This is an optimization exercise on Yosys and OpenROAD, whose aim is small area, not a production implementation. For this run, only the layout was checked, not whether the RTL still works. No activity file was given, so power comes from the tool's default toggle rates.

`design/flow/flow/run.sh`:
```
#!/bin/bash
# The standard layout (standard.sh, standard synthesis included) with two
# changes passed to ORFS through its own variables:
#  - clock tree: sink clusters of up to 20 registers within 70 um, and no
#    dummy loads on the leaf buffers
#  - port buffers: sky130_fd_sc_hd__buf_1 instead of the delay buffer
# make's full output goes to flow_make.log; each ORFS step also keeps its
# own log under orfs/logs/.
set -euo pipefail
export CTS_ARGS="-sink_clustering_enable -repair_clock_nets -dont_use_dummy_load -sink_clustering_size 20 -sink_clustering_max_diameter 70"
export BUFFER_PORTS_ARGS="-buffer_cell sky130_fd_sc_hd__buf_1"
bash standard.sh > flow_make.log 2>&1
```
`design/flow/standard.sh`:
```
#!/bin/bash
# synth_recipe.tcl (not shown) runs the flow's synth.tcl, then flattens the netlist and writes it again
# the make line also repeats each setting of config.mk as NAME=value (left out here)
make -C /OpenROAD-flow-scripts/flow DESIGN_CONFIG=/design/flow/config.mk WORK_HOME=/design/flow/orfs CLKGATE_MAP_FILE= SYNTH_SCRIPT=/design/flow/synth_recipe.tcl "${@:-finish}"
```
`design/flow/config.mk`:
```
export PLATFORM = sky130hd
export DESIGN_NAME = dbgseq
export DESIGN_NICKNAME = dbgseq
export VERILOG_FILES = /design/flow/design.v
export SDC_FILE = /design/flow/constraint.sdc
export NUM_CORES = 4
export LEC_CHECK = 0
export CAP_MARGIN = 20
export CORE_MARGIN = 2
export CORE_UTILIZATION = 40
export GPL_TIMING_DRIVEN = 0
export SLEW_MARGIN = 20
```
`design/flow/constraint.sdc`:
```
create_clock -name core_clock -period 10.0 [get_ports {clk}]
set_input_delay 2.0000 -clock core_clock [delete_from_list [all_inputs] [get_ports {clk}]]
set_output_delay 2.0000 -clock core_clock [all_outputs]
set_load 0.01 [all_outputs]
```
`design/flow/design.v`:
```
module dbgseq (
    input  wire        clk,
    input  wire        rst,
    input  wire        bus_en,
    input  wire        bus_we,
    input  wire [1:0]  bus_size,
    input  wire [12:0] bus_addr,
    input  wire [31:0] bus_wdata,
    output reg  [31:0] bus_rdata,
    output reg         bus_err,
    output wire        swclk,
    output wire        swdio_o,
    output wire        swdio_oe,
    input  wire        swdio_i
);
    localparam [31:0]  PARAM1 = 32'h0001023E;
    localparam [7:0] OP_PULSE   = 8'h01;
    localparam [7:0] OP_RDBIT   = 8'h02;
    localparam [7:0] OP_WRBIT   = 8'h03;
    localparam [7:0] OP_SETDIR  = 8'h04;
    localparam [7:0] OP_WRBITS  = 8'h05;
    localparam [7:0] OP_RDBITS  = 8'h06;
    localparam [7:0] OP_PARITY  = 8'h07;
    localparam [7:0] OP_CONNECT = 8'h10;
    localparam [7:0] OP_XFER_RD = 8'h20;
    localparam [7:0] OP_XFER_WR = 8'h21;
    localparam [7:0] OP_DUMP    = 8'h30;
    localparam [2:0] RES_NONE      = 3'd0;
    localparam [2:0] RES_OK        = 3'd1;
    localparam [2:0] RES_FAIL      = 3'd2;
    localparam [2:0] RES_FOUND     = 3'd3;
    localparam [2:0] RES_NOT_FOUND = 3'd4;
    localparam [2:0] RES_CAP       = 3'd5;
    localparam [2:0] SS_WAKE        = 3'd1;
    localparam [2:0] SS_LINE_RESET  = 3'd2;
    localparam [2:0] SS_MODE_SWITCH = 3'd3;
    localparam [2:0] SS_LINE_RESET2 = 3'd4;
    localparam [2:0] SS_ID_REQUEST  = 3'd5;
    localparam [2:0] SS_FOUND       = 3'd6;
    localparam [2:0] SS_NOT_FOUND   = 3'd7;
    localparam [6:0]   ALERT_SEED = 7'd76;
    localparam [7:0]   ACTIVATION = 8'h1A;
    localparam [15:0]  SWITCH_SEQ = 16'hE79E;
    localparam [7:0]   REQ_ID     = 8'hA5;
    localparam [7:0]   REQ_ABORT  = 8'h81;
    localparam [7:0]   REQ_SELECT = 8'hB1;
    localparam [7:0]   REQ_ADDR   = 8'h8B;
    localparam [7:0]   REQ_DATA   = 8'h9F;
    localparam [31:0]  ABORT_VAL  = 32'h0000001E;
    localparam [2:0] K_PULSE = 3'd0;
    localparam [2:0] K_RDB   = 3'd1;
    localparam [2:0] K_WRB   = 3'd2;
    localparam [2:0] K_XRD   = 3'd4;
    localparam [2:0] K_XWR   = 3'd5;
    localparam [2:0] K_CONN  = 3'd6;
    localparam [2:0] K_DUMP  = 3'd7;
    localparam [4:0] Q_PRIM  = 5'd0;    
    localparam [4:0] Q_A0    = 5'd3;    
    localparam [4:0] Q_A1    = 5'd4;
    localparam [4:0] Q_A2    = 5'd5;
    localparam [4:0] Q_A3    = 5'd6;    
    localparam [4:0] Q_WI    = 5'd7;    
    localparam [4:0] Q_ACT   = 5'd8;    
    localparam [4:0] Q_LRH   = 5'd9;    
    localparam [4:0] Q_LRI   = 5'd10;   
    localparam [4:0] Q_MS    = 5'd11;   
    localparam [4:0] Q_REQ   = 5'd12;   
    localparam [4:0] Q_TRN   = 5'd13;   
    localparam [4:0] Q_ACK   = 5'd14;   
    localparam [4:0] Q_RD    = 5'd15;   
    localparam [4:0] Q_RPAR  = 5'd16;   
    localparam [4:0] Q_IDLE  = 5'd17;   
    localparam [4:0] Q_WTRN  = 5'd18;   
    localparam [4:0] Q_WD    = 5'd19;   
    localparam [4:0] Q_WPAR  = 5'd20;   
    localparam [4:0] Q_FTRN  = 5'd21;   
    localparam [4:0] Q_RTRN  = 5'd22;   
    localparam [1:0] TP_FIRST   = 2'd0;
    localparam [1:0] TP_ABORT   = 2'd1;
    localparam [1:0] TP_REISSUE = 2'd2;
    reg        err_cmd;
    reg        err_busy;
    reg        recovered;
    reg [2:0]  result;
    reg [31:0] wdata;
    reg [31:0] rdata;
    reg [31:0] dlen;
    reg [31:0] idcode;
    reg [10:0] acks;
    reg [5:0]  dcount;       
    reg [31:0] ring [0:15];
    reg [3:0]  rot;
    reg        swp;          
    reg        swclk_q;
    reg        dir_q;
    reg        sdo_q;
    reg [31:0] cyccnt;
    reg [2:0]  sstate;
    reg        busy;         
    reg        done;         
    reg        ph;           
    reg [4:0]  seq;
    reg [5:0]  cnt;
    reg        lr2;
    reg [2:0]  op;
    reg [7:0]  arg;          
    reg [31:0] sh;           
    reg [1:0]  tph;
    reg [8:0]  tack;         
    reg        trpar;        
    reg        par;          
    reg        rec_any;
    reg        ok_q;
    reg [2:0]  dstep;        
    reg [4:0]  wc;           
    reg        bwe;          
    wire hbusy = busy | done;
    assign swclk    = swclk_q;
    assign swdio_oe = dir_q;
    assign swdio_o  = sdo_q;
    wire        is_reg    = (bus_addr < 13'h030);
    wire        is_buf    = (bus_addr >= 13'h1000) && (bus_addr < 13'h1040);
    wire        reg_ok    = is_reg && (bus_size == 2'd2) && (bus_addr[1:0] == 2'b00);
    wire        buf_ok    = is_buf && !bus_we &&
                            ((bus_size == 2'd0) || ((bus_size == 2'd2) && (bus_addr[1:0] == 2'b00)));
    wire        acc_ok    = reg_ok || buf_ok;
    wire        reg_wr    = bus_en && bus_we && reg_ok;
    wire [7:0]  c_op = bus_wdata[7:0];
    wire [7:0]  c_b  = bus_wdata[15:8];
    wire [5:0]  c_n  = bus_wdata[21:16];
    reg         c_legal;
    always @(*) begin
        c_legal = 1'b0;
        if (bus_wdata[31:22] == 10'b0) begin
            case (c_op)
                OP_PULSE, OP_RDBIT, OP_PARITY, OP_CONNECT, OP_DUMP:
                    c_legal = (bus_wdata[21:8] == 14'b0);
                OP_WRBIT, OP_SETDIR:
                    c_legal = (bus_wdata[21:9] == 13'b0);
                OP_WRBITS, OP_RDBITS:
                    c_legal = (c_b == 8'b0) && (c_n >= 6'd1) && (c_n <= 6'd32);
                OP_XFER_RD, OP_XFER_WR:
                    c_legal = (c_n == 6'b0);
                default:
                    c_legal = 1'b0;
            endcase
        end
    end
    wire cmd_wr      = reg_wr && (bus_addr[5:2] == 4'h0);
    wire cmd_accept  = cmd_wr && !hbusy && c_legal;
    wire cap_exceed  = |dlen[31:6];
    wire do_setdir   = cmd_accept && (c_op == OP_SETDIR);
    wire do_parity   = cmd_accept && (c_op == OP_PARITY);
    wire do_capfail  = cmd_accept && (c_op == OP_DUMP) && cap_exceed;
    wire eng_start   = cmd_accept && !(c_op == OP_SETDIR) && !(c_op == OP_PARITY) &&
                       !((c_op == OP_DUMP) && cap_exceed);
    wire       is_tx   = op[2];
    wire       tx_rd   = (op == K_XRD) || (op == K_CONN) || ((op == K_DUMP) && dstep[2:1] != 2'b00 && dstep != 3'd2);
    wire       tx_recov = (op != K_CONN);
    reg [7:0]  cur_req;
    always @(*) begin
        if (tph == TP_ABORT)
            cur_req = REQ_ABORT;
        else if (!op[1])
            cur_req = arg;
        else if (!op[0])
            cur_req = REQ_ID;
        else case (dstep)
            3'd0:    cur_req = REQ_ABORT;
            3'd1:    cur_req = REQ_SELECT;
            3'd2:    cur_req = REQ_ADDR;
            default: cur_req = REQ_DATA;
        endcase
    end
    wire       pay_const = (tph == TP_ABORT) || ((op == K_DUMP) && (dstep[1:0] != 2'd2));
    wire       pay_cval  = (tph == TP_ABORT || dstep[1:0] == 2'd0) ? ABORT_VAL[cnt[4:0]] : 1'b0;
    wire       pay_bit   = pay_const ? pay_cval : sh[cnt[4:0]];
    wire      alert_bit = sh[0] ^ sh[3] ^ sh[5] ^ sh[6];
    reg [5:0] seg_len;
    reg       cyc_dir;
    reg       cyc_wr;
    reg       cyc_rd;
    reg       cyc_bit;
    always @(*) begin
        seg_len = 6'd1;
        cyc_dir = 1'b1;
        cyc_wr  = 1'b1;
        cyc_rd  = 1'b0;
        cyc_bit = 1'b0;
        case (seq)
            Q_PRIM:  begin seg_len = {1'b0, arg[4:0]} + 6'd1; cyc_dir = dir_q;
                           cyc_wr = (op == K_WRB); cyc_rd = (op == K_RDB); cyc_bit = sh[cnt[4:0]]; end
            Q_A0:    begin seg_len = 6'd32; cyc_bit = alert_bit; end
            Q_A1:    begin seg_len = 6'd32; cyc_bit = alert_bit; end
            Q_A2:    begin seg_len = 6'd32; cyc_bit = alert_bit; end
            Q_A3:    begin seg_len = 6'd32; cyc_bit = alert_bit; end
            Q_WI:    begin seg_len = 6'd4;  cyc_bit = 1'b0; end
            Q_ACT:   begin seg_len = 6'd8;  cyc_bit = ACTIVATION[cnt[2:0]]; end
            Q_LRH:   begin seg_len = 6'd62; cyc_bit = 1'b1; end
            Q_LRI:   begin seg_len = 6'd2;  cyc_bit = 1'b0; end
            Q_MS:    begin seg_len = 6'd16; cyc_bit = SWITCH_SEQ[cnt[3:0]]; end
            Q_REQ:   begin seg_len = 6'd8;  cyc_bit = cur_req[cnt[2:0]]; end
            Q_TRN:   begin seg_len = 6'd1;  cyc_dir = 1'b0; cyc_wr = 1'b0; end
            Q_ACK:   begin seg_len = 6'd3;  cyc_dir = 1'b0; cyc_wr = 1'b0; cyc_rd = 1'b1; end
            Q_RD:    begin seg_len = 6'd32; cyc_dir = 1'b0; cyc_wr = 1'b0; cyc_rd = 1'b1; end
            Q_RPAR:  begin seg_len = 6'd1;  cyc_dir = 1'b0; cyc_wr = 1'b0; cyc_rd = 1'b1; end
            Q_IDLE:  begin seg_len = 6'd4;  cyc_bit = 1'b0; end
            Q_WTRN:  begin seg_len = 6'd1;  cyc_dir = 1'b0; cyc_wr = 1'b0; end
            Q_WD:    begin seg_len = 6'd32; cyc_bit = pay_bit; end
            Q_WPAR:  begin seg_len = 6'd1;  cyc_bit = par; end
            Q_FTRN:  begin seg_len = 6'd1;  cyc_dir = 1'b0; cyc_wr = 1'b0; end
            Q_RTRN:  begin seg_len = 6'd1;  cyc_dir = 1'b0; cyc_wr = 1'b0; end
            default: begin seg_len = 6'd1;  cyc_dir = dir_q; cyc_wr = 1'b0; end
        endcase
    end
    wire       seg_last = (cnt == seg_len - 6'd1);
    reg  [2:0] ack;
    always @(*) begin
        case (tph)
            TP_FIRST: ack = tack[2:0];
            TP_ABORT: ack = tack[5:3];
            default:  ack = tack[8:6];
        endcase
    end
    wire       ack_ok   = (ack == 3'b001);
    wire [2:0] ack_sh   = {swdio_i, ack[2:1]};
    wire [4:0] need     = {1'b0, arg[5:2]} + {4'b0, |arg[1:0]};
    wire [6:0] wbytes   = {wc, 2'b00};
    wire [5:0] fail_cnt = (wbytes < {1'b0, arg[5:0]}) ? wbytes[5:0] : arg[5:0];
    wire       st_win = busy && (seq == Q_IDLE) && (tph != TP_ABORT) && (op == K_DUMP) &&
                        (dstep == 3'd4) && !swp;
    wire       st_now = st_win && (wc[2:0] == ~rot[2:0]);
    wire       st_at0 = st_now && (wc[3] == ~rot[3]);
    wire       st_at8 = st_now && (wc[3] == rot[3]);
    wire [31:0] sh_sw = {sh[7:0], sh[15:8], sh[23:16], sh[31:24]};
    integer i;
    always @(posedge clk) begin
        for (i = 1; i < 16; i = i + 1)
            if (i != 8) ring[i] <= ring[i-1];
        ring[0] <= st_at0 ? sh_sw : ring[15];
        ring[8] <= st_at8 ? sh_sw : ring[7];
        rot     <= rst ? 4'd0 : rot + 4'd1;
    end
    task start_tx;
        begin
            seq   <= Q_REQ;
            tph   <= TP_FIRST;
            tack  <= 9'b0;
            trpar <= 1'b0;
        end
    endtask
    task finish;
        input ok;
        begin
            busy <= 1'b0;
            done <= 1'b1;
            ok_q <= ok;
        end
    endtask
    task tx_end;
        input ok;
        begin
            if (op == K_CONN) begin
                finish(ok);
                sstate <= ok ? SS_FOUND : SS_NOT_FOUND;
            end else if (op != K_DUMP) begin
                finish(ok);
            end else if (!ok) begin
                finish(1'b0);
            end else if (dstep != 3'd4) begin
                if (dstep == 3'd3 && need == 5'd0)
                    finish(1'b1);
                else begin
                    dstep <= dstep + 3'd1;
                    start_tx;
                end
            end else begin
                bwe <= 1'b1;
                if (wc + 5'd1 == need)
                    finish(1'b1);
                else
                    start_tx;
            end
        end
    endtask
    always @(posedge clk)
        cyccnt <= rst ? 32'b0 : cyccnt + {31'b0, busy & ph};
    always @(posedge clk) begin
        done <= 1'b0;
        bwe  <= 1'b0;
        if (rst) begin
            swclk_q <= 1'b1;
            dir_q   <= 1'b0;
            sdo_q   <= 1'b0;
            sstate  <= 3'd0;
            busy    <= 1'b0;
            swp     <= 1'b0;
        end else if (!busy) begin
            if (bwe) begin
                wc  <= wc + 5'd1;
                swp <= 1'b0;
            end
            if (do_setdir)
                dir_q <= c_b[0];
            if (eng_start) begin
                busy    <= 1'b1;
                ph      <= 1'b0;
                cnt     <= 6'd0;
                lr2     <= 1'b0;
                rec_any <= 1'b0;
                dstep   <= 3'd0;
                wc      <= 5'd0;
                sh      <= (c_op == OP_RDBIT || c_op == OP_RDBITS) ? 32'b0 :
                           (c_op == OP_CONNECT) ? {25'b0, ALERT_SEED} :
                           {wdata[31:1], (c_op == OP_WRBIT) ? c_b[0] : wdata[0]};
                case (c_op)
                    OP_PULSE:   begin op <= K_PULSE; seq <= Q_PRIM; arg <= 8'd0; end
                    OP_RDBIT:   begin op <= K_RDB;   seq <= Q_PRIM; arg <= 8'd0; end
                    OP_RDBITS:  begin op <= K_RDB;   seq <= Q_PRIM; arg <= {2'b0, c_n - 6'd1}; end
                    OP_WRBIT:   begin op <= K_WRB;   seq <= Q_PRIM; arg <= 8'd0; end
                    OP_WRBITS:  begin op <= K_WRB;   seq <= Q_PRIM; arg <= {2'b0, c_n - 6'd1}; end
                    OP_CONNECT: begin op <= K_CONN;  seq <= Q_A0; sstate <= SS_WAKE; end
                    OP_XFER_RD: begin op <= K_XRD;   arg <= c_b; start_tx; end
                    OP_XFER_WR: begin op <= K_XWR;   arg <= c_b; start_tx; end
                    default:    begin op <= K_DUMP;  arg <= {2'b0, dlen[5:0]}; start_tx; end
                endcase
            end
        end else if (!ph) begin
            if (bwe) begin
                wc  <= wc + 5'd1;
                swp <= 1'b0;
            end
            if (st_now) begin
                sh  <= st_at0 ? ring[15] : ring[7];
                swp <= 1'b1;
            end
            ph      <= 1'b1;
            swclk_q <= 1'b0;
            dir_q   <= cyc_dir;
            if (cyc_wr)
                sdo_q <= cyc_bit;
            if (seq == Q_REQ)
                par <= 1'b0;
            if (seq == Q_A0 || seq == Q_A1 || seq == Q_A2 || seq == Q_A3)
                sh[6:0] <= {sh[5:0], alert_bit};
            if (seq == Q_ACK) begin
                case (tph)
                    TP_FIRST: tack[2:0] <= ack_sh;
                    TP_ABORT: tack[5:3] <= ack_sh;
                    default:  tack[8:6] <= ack_sh;
                endcase
            end else if (cyc_rd && seq != Q_RPAR)
                sh[cnt[4:0]] <= swdio_i;
            if (seq == Q_RD || seq == Q_WD || seq == Q_RPAR || seq == Q_WPAR)
                par <= par ^ (cyc_rd ? swdio_i : cyc_bit);
            if (seq == Q_RPAR)
                trpar <= swdio_i;
        end else begin
            if (st_now) begin
                sh  <= st_at0 ? ring[15] : ring[7];
                swp <= 1'b1;
            end
            ph      <= 1'b0;
            swclk_q <= 1'b1;
            if (!seg_last) begin
                cnt <= cnt + 6'd1;
            end else begin
                cnt <= 6'd0;
                case (seq)
                    Q_PRIM: finish(1'b1);
                    Q_A0:  seq <= Q_A1;
                    Q_A1:  seq <= Q_A2;
                    Q_A2:  seq <= Q_A3;
                    Q_A3:  seq <= Q_WI;
                    Q_WI:  seq <= Q_ACT;
                    Q_ACT: begin
                        seq    <= Q_LRH;
                        sstate <= SS_LINE_RESET;
                    end
                    Q_LRH: seq <= Q_LRI;
                    Q_LRI: begin
                        if (!lr2) begin
                            seq    <= Q_MS;
                            sstate <= SS_MODE_SWITCH;
                        end else begin
                            sstate <= SS_ID_REQUEST;
                            start_tx;
                        end
                    end
                    Q_MS: begin
                        seq    <= Q_LRH;
                        lr2    <= 1'b1;
                        sstate <= SS_LINE_RESET2;
                    end
                    Q_REQ: seq <= Q_TRN;
                    Q_TRN: seq <= Q_ACK;
                    Q_ACK: begin
                        if (tph == TP_ABORT)
                            seq <= Q_WTRN;
                        else if (ack_ok)
                            seq <= tx_rd ? Q_RD : Q_WTRN;
                        else if (tph == TP_FIRST && tx_recov) begin
                            seq     <= Q_RTRN;
                            rec_any <= 1'b1;
                        end else
                            seq <= Q_FTRN;
                    end
                    Q_RTRN: begin
                        seq <= Q_REQ;
                        tph <= TP_ABORT;
                    end
                    Q_RD:   seq <= Q_RPAR;
                    Q_RPAR: seq <= Q_IDLE;
                    Q_WTRN: seq <= Q_WD;
                    Q_WD:   seq <= Q_WPAR;
                    Q_WPAR: seq <= Q_IDLE;
                    Q_IDLE: begin
                        if (tph == TP_ABORT) begin
                            seq <= Q_REQ;
                            tph <= TP_REISSUE;
                        end else
                            tx_end(1'b1);
                    end
                    Q_FTRN: begin
                        dir_q <= 1'b1;    
                        tx_end(1'b0);
                    end
                    default: finish(1'b1);
                endcase
            end
        end
    end
    always @(posedge clk) begin
        if (rst) begin
            err_cmd   <= 1'b0;
            err_busy  <= 1'b0;
            recovered <= 1'b0;
            result    <= RES_NONE;
            wdata     <= 32'b0;
            rdata     <= 32'b0;
            dlen      <= 32'b0;
            idcode    <= 32'b0;
            acks      <= 11'b0;
            dcount    <= 6'b0;
        end else begin
            if (reg_wr) begin
                case (bus_addr[5:2])
                    4'h0: begin  
                        if (hbusy)
                            err_busy <= 1'b1;
                        else if (!c_legal)
                            err_cmd <= 1'b1;
                    end
                    4'h1: begin  
                        if (bus_wdata[1]) err_cmd  <= 1'b0;
                        if (bus_wdata[2]) err_busy <= 1'b0;
                    end
                    4'h2: wdata <= bus_wdata;
                    4'h4: dlen  <= bus_wdata;
                    default: ;
                endcase
            end
            if (do_setdir) begin
                result    <= RES_NONE;
                recovered <= 1'b0;
            end
            if (do_parity) begin
                result    <= RES_NONE;
                recovered <= 1'b0;
                rdata     <= {31'b0, ^wdata};
            end
            if (do_capfail) begin
                result    <= RES_CAP;
                recovered <= 1'b0;
                dcount    <= 6'b0;
            end
            if (done) begin
                if (!is_tx) begin
                    result    <= RES_NONE;
                    recovered <= 1'b0;
                    if (op == K_RDB)
                        rdata <= sh;
                end else begin
                    acks <= {par, trpar, tack};
                    if (op == K_CONN) begin
                        result    <= ok_q ? RES_FOUND : RES_NOT_FOUND;
                        recovered <= 1'b0;
                        idcode    <= ok_q ? sh : 32'b0;
                    end else begin
                        result    <= ok_q ? RES_OK : RES_FAIL;
                        recovered <= rec_any;
                        if (ok_q && op == K_XRD)
                            rdata <= sh;
                        if (op == K_DUMP)
                            dcount <= ok_q ? arg[5:0] : fail_cnt;
                    end
                end
            end
        end
    end
    wire [31:0] status = {21'b0, sstate, 1'b0, result, recovered, err_busy, err_cmd, hbusy};
    wire [31:0] pins   = {29'b0, sdo_q, dir_q, swclk_q};
    reg [31:0] reg_rd;
    always @(*) begin
        case (bus_addr[5:2])
            4'h0:    reg_rd = 32'b0;
            4'h1:    reg_rd = status;
            4'h2:    reg_rd = wdata;
            4'h3:    reg_rd = rdata;
            4'h4:    reg_rd = dlen;
            4'h5:    reg_rd = idcode;
            4'h6:    reg_rd = {21'b0, acks};
            4'h7:    reg_rd = {26'b0, dcount};
            4'h8:    reg_rd = cyccnt;
            4'h9:    reg_rd = pins;
            4'hA:    reg_rd = 32'd64;
            default: reg_rd = PARAM1;
        endcase
    end
    wire [3:0]  buf_at   = bus_addr[5:2] + rot;
    reg  [31:0] rq [0:3];
    integer j;
    always @(*) begin
        for (j = 0; j < 4; j = j + 1)
            case (buf_at[1:0])
                2'd0: rq[j] = ring[4*j];
                2'd1: rq[j] = ring[4*j+1];
                2'd2: rq[j] = ring[4*j+2];
                default: rq[j] = ring[4*j+3];
            endcase
    end
    reg [31:0] rsel;
    always @(*) begin
        case (buf_at[3:2])
            2'd0: rsel = rq[0];
            2'd1: rsel = rq[1];
            2'd2: rsel = rq[2];
            default: rsel = rq[3];
        endcase
    end
    wire [31:0] buf_word = (swp && bus_addr[5:2] == wc[3:0]) ? sh : rsel;
    reg  [7:0]  buf_byte;
    always @(*) begin
        case (bus_addr[1:0])
            2'd0:    buf_byte = buf_word[7:0];
            2'd1:    buf_byte = buf_word[15:8];
            2'd2:    buf_byte = buf_word[23:16];
            default: buf_byte = buf_word[31:24];
        endcase
    end
    always @(posedge clk) begin
        if (bus_en) begin
            bus_err <= !acc_ok;
            if (!bus_addr[12])
                bus_rdata <= reg_rd;
            else
                bus_rdata <= {buf_word[31:8] & {24{bus_size[1]}}, buf_byte};
        end
    end
endmodule
```
==> run summary <==
-- through the flow --
step | hold WS, ns | power (W) | setup slack (ns)
2_1_floorplan | 0.326 | 0.00370 | 4.82
3_3_place_gp | 0.327 | 0.00390 | 2.72
3_5_place_dp | 0.331 | 0.00390 | 2.88
4_1_cts | 0.277 | 0.00586 | 3.53
5_1_grt | 0.303 | 0.00600 | 3.37
6_report | 0.281 | 0.00584 | 3.33
-- registers in the layout, indices dropped and copies added, names as in the netlist, 6 cells and up --
register	cells
ring	512
bus_rdata	32
cyccnt	32
dlen	32
idcode	32
rdata	32
sh	32
wdata	32
acks	11
tack	9
arg	8
cnt	6
dcount	6
-- layout make-up --
cell class,instances,area share [%]
inverter,49,0.505
buffer,223,2.42
timing repair buffer,87,1.00
clock buffer,52,3.58
multi-input combinational,1966,40.6
tap,1070,3.68
antenna,2,0.0138
sequential,821,48.2
-- worst max-delay path by stage --
stage,startpoint,endpoint,cells after the start
floorplan,bus_wdata[4],ph,10
global placement,bus_addr[2],bus_rdata[1],11
detailed placement,bus_addr[2],bus_rdata[2],13
CTS,bus_addr[2],bus_rdata[2],13
global route,bus_addr[2],bus_rdata[4],13
finish,bus_addr[2],bus_rdata[2],13
-- power breakdown --
part | internal (W) | switching (W) | leakage [nW] | total (W)
sequential | 0.00334 | 0.00000695 | 6.77 | 0.00335
combinational | 0.000146 | 0.000334 | 5.29 | 0.000480
clock | 0.000917 | 0.00109 | 0.641 | 0.00201
-- layer usage --
layer | GRT usage [%] | wire length (um) | up-vias
met4 | 9.68 | 4790 | 0
met5 | 0 | 0 | -
met1 | 37.4 | 49500 | 12900
met2 | 39.4 | 49800 | 1446
met3 | 5.29 | 11300 | 275
li1 | - | - | 11500
-- cell families after synthesis --
family                     Yosys count  synth area share [%]
and+or+nand+nor                    861                  12.0
DFF                                821                  52.7
AOI/OAI and AO/OA                  660                  13.3
muxes                              308                  14.8
buffers and inverters              272                  3.18
xor gates and xnor gates           107                  2.81
adders and majority gates           30                  1.15
-- cells in the mapped netlist, types with 29 or more instances --
cell type    n
inv_1       49
clkbuf_1   183
o22ai_1     41
nand3_1     79
a211oi_1    56
xor2_1      39
and2_1      42
ha_1        29
mux2i_1     95
mux4_2     141
o21ai_0     87
nor2_1     195
nand2_1    332
a22oi_1     73
dfxtp_1    709
a21oi_1    181
a221oi_1    40
mux2_2      72
nor3_1      36
edfxtp_1   112
xnor2_1     68
==> out/results.txt <==
Max Cap Viol - 0
flop2flop setup slack - 4.68 ns
Final min period - 6.67 ns
WL final - 115000 um
leakage - 12.7 nW
most frequent cells in the layout - 709 x dfxtp_1, 332 x nand2_1, 195 x nor2_1, 182 x clkbuf_1, 181 x a21oi_1
detailed placer's ending HPWL - 86100 um
synthesis-to-layout area growth - 9.19%
CP endpoint kind - flop
top post-synthesis cells by area - dfxtp_1 43%, edfxtp_1 10%, mux4_2 9.5%
hold buffers post-CTS - 0
Clock Latency Late Sink - 0.67 ns
most used cell, CP - mux2i_1
maximum fanout along the worst path - 10
Post-Place Cells - 4215
Mapped Area - 0.0333 mm2
gr ovfl total - 0
Clock Tree Buf Depth - 3
H-tree lvl count - 2
number of fill cells - 7835
final std cells w/o fill - 4270
Synthesized Nets - 3141
DRC - 0
GP Congestion - 0.997
total CTS buffers - 52
largest net degree at the start of global routing - 34
Die X - 293 um
Peak Freq - 0.150 GHz
Worst Path Buf+Inv - 4
Layout Skew - 0.119 ns
Root Buffer - clkbuf_16
slowest cell on the critical path - buf_1
status - no timing/DRC/antenna violations
register area - 0.0176 mm2
setup TNS - 0 ns
number of flops mapped to enable cells by yosys - 112
Post-synth top flop - dfxtp_1
post-CTS sizing - 0
post-synth top area cell - dfxtp_1
Rows - 105
Initial Util - 40.5%
# clock sinks - 821
die area - 0.0857 mm2
sequential share of the synthesized area - 52.7%
number of antenna violations at the first check in global routing - 1
R2R depth - 14
Placeable Area - 0.0822 mm2
HP Start - ring[10][8]
slew margin rel. - 19.1%
final hold vios - 0
worst hold path class - flop to flop
commonest non-fill, non-tap cell in the layout - dfxtp_1
Hold Crit Depth - 0
CP peak stage delay - 0.76 ns
Yosys top cell area share - 42.6%
per-cell routed wire length - 27.0 um
setup violators final - 0
CP Cell Sequence - buf_1 > ha_1 > fa_1 > clkbuf_1 > clkbuf_1 > buf_1 > mux4_2 > mux2i_1 > mux2i_1 > mux2i_1 > mux2i_1 > o2bb2ai_1 > a221oi_1
Setup crit start kind - input pin
RSZ-0062 raised after global routing - no
IO buf count - 82
IO Pins - 88
Vias - 26.1k
Final Net Count - 3282
CTS tree - built
RR Endpoint - tack[5]
Worst-path clk slew - 0.08 ns
Avg Inst Size Synth - 10.9 um2
Synthesis Warnings - 3
drt via density - 6.12
crit path DAT - 7.07 ns
Slew Viols, Final - 0
critical path class - input pin to flop
Hold Path End - ring[11][8]
CP Data Required Time - 10.40 ns
Die H - 293 um
flops & latches, synth - 821
vias in the first global route - 24.4k
GRT Total Usage - 26.2%
Worst path top cell family by delay - buffers and inverters
share of cells above drive strength 1 - 10.4%
final instance area - 0.0364 mm2
antenna-violating nets left - 0
Multi-input gate area - 0.0148 mm2
asr flop ratio synth - 0%
Peak supply drop - 0.140 mV
Post-CTS Setup Bufs - 0
power density over the cells - 160 mW/mm2
Netlist cell types - 85
drt initial violations - 3390
DRT Pass-1 Iters - 6
placed cell areas - 0.0351 mm2
post-route core utilization - 44.3%
Syn Inst Count - 3059
first-pass GRT wire length - 167000 um
FF-to-FF Start - seq[2]
worst-margin pin slew - 1.21 ns
Final Cycle Share - 66.7%

[port drivers added, routing unchanged]
How much do the figures lean on ideal ports? The routed layout below was timed once more, with nothing changed but the port constraints.
Step 1, drivers: a clkbuf_16 drives clk and a buf_2 each remaining input, both assumed.
Step 2 times the ports against the registers' clock, not the clock port: input delays grow and output delays shrink by t, the midpoint of the rising clock arrivals with the driver on.
Three values: ideal, step 1, step 2; two values: the first two.
t, ns: 0.681
setup WS [ns]: 3.329 / 3.352 / 2.671
latest minus earliest clock arrival (ns): 0.124 / 0.124
After both steps this run still meets setup and hold. For this run, drivers alone change the setup slack by +0.023 ns; drivers and shift together by -0.658 ns.
